From an optimization exercise on the open Yosys and OpenROAD flow, aimed at small area; shortcuts taken in it are not production practice.
In this exercise RTL edits were held to simulation tests only and were not proved equivalent to the original.

## tflf
module tflf (
    input  wire          clk,
    input  wire          rst,
    input  wire          cancel,
    input  wire          op_valid,
    output wire          op_ready,
    input  wire [2:0]    op_sel,
    input  wire [7:0]    op_cmd,
    input  wire [7:0]    op_plen,
    input  wire [479:0]  op_params,    
    input  wire [15:0]   op_freq,
    input  wire          rx_valid,
    output wire          rx_ready,
    input  wire [7:0]    rx_data,
    input  wire          rx_timeout,
    output wire          tx_valid,
    input  wire          tx_ready,
    output wire [7:0]    tx_data,
    input  wire          tx_fail,
    output reg           res_valid,
    output reg  [2:0]    res_kind,
    output reg  [48:0]   res_payload,
    output wire          busy,
    output wire          dead,
    output reg  [3:0]    fsm,
    output wire [7:0]    cnt,
    output wire [7:0]    len,
    output reg  [7:0]    acc,
    output reg  [2:0]    op,
    output wire [7:0]    req_id,
    output wire [7:0]    tx_len,
    output wire [7:0]    tx_idx,
    output reg  [15:0]   dist_cm,
    output reg  [15:0]   strength,
    output reg  [15:0]   temp_raw,
    output reg           csum_ok,
    output reg           tlm_valid,
    output wire [16:0]   temp_q3,
    output wire [7:0]    resp_id,
    output wire [7:0]    resp_len,
    output reg           resp_valid,
    output reg  [7:0]    ver_patch,
    output reg  [7:0]    ver_minor,
    output reg  [7:0]    ver_major,
    output reg           ver_valid,
    output reg  [2:0]    err,
    output reg           err_corr,
    input  wire [7:0]    x_addr,
    output wire [7:0]    x_data,
    input  wire [7:0]    t_addr,
    output wire [7:0]    t_data
);
clock: 25.0 ns
lec_check: 0
cap_margin: 20
core_margin: 2
core_utilization: 55
cts_buf_list: sky130_fd_sc_hd__clkbuf_16
cts_cluster_diameter: 100
cts_cluster_size: 25
place_density: 0.65
slew_margin: 20
synth_hierarchical: 1
synth_minimum_keep_size: 0
standard.sh (not shown) runs the stock make flow with config.mk's settings and CLKGATE_MAP_FILE= SYNTH_SCRIPT=/design/flow/synth_recipe.tcl, a recipe that flattens the netlist after the stock synthesis.
==> flow/flow/run.sh <==
#!/bin/bash
# The standard layout (the standard.sh, unchanged synthesis), with the
# port buffers that global placement inserts made from the smallest buffer
# cell, sky130_fd_sc_hd__buf_1, instead of the resizer's default choice.
set -euo pipefail
export BUFFER_PORTS_ARGS="-buffer_cell sky130_fd_sc_hd__buf_1"
bash standard.sh > standard.log 2>&1
Edit:
--- a/flow/design.v
+++ b/flow/design.v
@@ -1036,65 +1036,45 @@
     wire [5:0]  xa   = x_addr[5:0];
     wire [63:0] x_oh;
     tflf_dec64 u_xdec (.a(xa), .y(x_oh));
     wire [7:0]  x_pay;
     tflf_sel60 u_xsel (.oh(x_oh[62:3]), .d(xs), .y(x_pay));
     assign x_data = x_pay | ({8{x_oh[0]}} & CMD_HDR) |
                             ({8{x_oh[1]}} & {1'b0, len_r}) |
                             ({8{x_oh[2]}} & {6'd0, rid_r}) |
                             ({8{x_oh[63]}} & acc);
     wire       r_known   = (xid_r != 2'd0);
     wire       r_csum_ok = (acc == rx_data);
     wire       rx_known  = (rx_data == 8'h01) || (rx_data == 8'h02) || (rx_data == 8'h03);
-    wire tlm_ld = ev_rx && (fsm == S_TREAD) && (cnt_r == 7'd8);
-    wire ver_ld = ev_rx && (fsm == S_RCSUM) && r_known && r_csum_ok &&
-                  (op == OP_GETVER) && (xid_r == rq_r) && (len_r >= 7'd7);
-    wire tlm_keep = ~tlm_ld & ~rst;
-    wire ver_keep = ~ver_ld & ~rst;
-    wire [47:0] tlm_new = {xs[8*4 +: 8], xs[8*3 +: 8], xs[8*2 +: 8],
-                           xs[8*1 +: 8], xs[8*0 +: 8], xs[8*59 +: 8]};
-    wire [47:0] tlm_q   = {temp_raw, strength, dist_cm};
-    wire [47:0] tlm_d;
-    wire [23:0] ver_new = xs[23:0];
-    wire [23:0] ver_q   = {ver_major, ver_minor, ver_patch};
-    wire [23:0] ver_d;
-    generate
-        for (gb = 0; gb < 48; gb = gb + 1) begin : g_tlm
-            tflf_ao22 u_d (.a0(tlm_ld), .b0(tlm_new[gb]),
-                           .a1(tlm_keep), .b1(tlm_q[gb]), .y(tlm_d[gb]));
-        end
-        for (gb = 0; gb < 24; gb = gb + 1) begin : g_ver
-            tflf_ao22 u_d (.a0(ver_ld), .b0(ver_new[gb]),
-                           .a1(ver_keep), .b1(ver_q[gb]), .y(ver_d[gb]));
-        end
-    endgenerate
-    always @(posedge clk) begin
-        {temp_raw, strength, dist_cm}   <= tlm_d;
-        {ver_major, ver_minor, ver_patch} <= ver_d;
-    end
     always @(posedge clk) begin
         if (rst) begin
             fsm        <= S_IDLE;
             op         <= 3'd0;
             rq_r       <= 2'd0;
             cnt_r      <= 7'd0;
             len_r      <= 7'd0;
             acc        <= 8'd0;
             txl_r      <= 7'd0;
             txi_r      <= 7'd0;
+            dist_cm    <= 16'd0;
+            strength   <= 16'd0;
+            temp_raw   <= 16'd0;
             csum_ok    <= 1'b0;
             tlm_valid  <= 1'b0;
             rid_r      <= 2'd0;
             rlen_r     <= 6'd0;
             resp_valid <= 1'b0;
+            ver_patch  <= 8'd0;
+            ver_minor  <= 8'd0;
+            ver_major  <= 8'd0;
             ver_valid  <= 1'b0;
             err        <= 3'd0;
             err_corr   <= 1'b0;
             res_valid  <= 1'b0;
             res_kind   <= 3'd0;
         end else begin
             res_valid <= 1'b0;
             if (ev_cancel) begin
                 if (busy) begin
                     cnt_r      <= 7'd0;
                     resp_valid <= 1'b0;
                     fsm        <= S_IDLE;
@@ -1192,24 +1172,27 @@
                             cnt_r <= 7'd2;
                             acc   <= 8'hB2;
                             fsm   <= S_TREAD;
                         end else begin
                             res_valid   <= 1'b1;
                             res_kind    <= R_TLM_HDR_INVALID;
                             cnt_r       <= 7'd0;
                             fsm         <= S_TSEEK0;
                         end
                     end
                     S_TREAD: begin
                         if (cnt_r == 7'd8) begin
+                            dist_cm     <= {xs[8*0 +: 8], xs[8*59 +: 8]};
+                            strength    <= {xs[8*2 +: 8], xs[8*1 +: 8]};
+                            temp_raw    <= {xs[8*4 +: 8], xs[8*3 +: 8]};
                             csum_ok     <= r_csum_ok;
                             tlm_valid   <= 1'b1;
                             res_valid   <= 1'b1;
                             res_kind    <= R_TLM_FRAME;
                             cnt_r       <= 7'd0;
                             fsm         <= S_TSEEK0;
                         end else begin
                             acc   <= acc + rx_data;
                             cnt_r <= cnt_r + 7'd1;
                         end
                     end
                     S_RHDR: begin
@@ -1283,24 +1266,27 @@
                             res_kind    <= R_ERROR;
                         end else begin
                             cnt_r      <= len_r;
                             rid_r      <= xid_r;
                             rlen_r     <= len_r[5:0] - 6'd4;
                             resp_valid <= 1'b1;
                             res_valid  <= 1'b1;
                             if (op == OP_RECV) begin
                                 res_kind    <= R_RECV_DONE;
                             end else if (op == OP_SETFREQ) begin
                                 res_kind    <= R_FREQ_DONE;
                             end else begin
+                                ver_patch   <= xs[8*0 +: 8];
+                                ver_minor   <= xs[8*1 +: 8];
+                                ver_major   <= xs[8*2 +: 8];
                                 ver_valid   <= 1'b1;
                                 res_kind    <= R_VER_DONE;
                             end
                         end
                     end
                     default: ;
                 endcase
             end
         end
     end
 endmodule
 module tflf_ao22 (
=>
- The changed run finished clean
- die area increases by 0.58%
- cell area increases by 0.54%
- core utilization decreases by 0.41 points
- worst setup slack gains 0.095 ns
- synthesized area increases by 0.58%
- register-to-register slack hardly moves

-- separate check: timing with driven ports --
The flow's constraints put no driver on any port. The routed layouts listed below were extracted and timed again, unchanged, in two steps.
Step 1 (the two cells are an assumption about what drives the block):
set clk [get_ports {clk}]
set_driving_cell -lib_cell sky130_fd_sc_hd__clkbuf_16 $clk
set_driving_cell -lib_cell sky130_fd_sc_hd__buf_2 [delete_from_list [all_inputs] $clk]
Step 2 times the ports against the registers' clock, not the clock port: input delays grow and output delays shrink by t, the midpoint of the rising clock arrivals with the driver on.
a / b / c = no drivers / after step 1 / after step 2; a / b = the first two.
run | t, ns | setup WS [ns] | worst hold slack (ns) | worst register clock-pin slew, ns
the first run | 0.762 | 4.700 / 4.624 / 5.385 | 0.477 / 0.477 / 0.477 | 0.11 / 0.11
the second run | 0.756 | 4.795 / 4.719 / 5.475 | 0.477 / 0.477 / 0.477 | 0.11 / 0.11
After both steps every run listed still meets setup and hold.
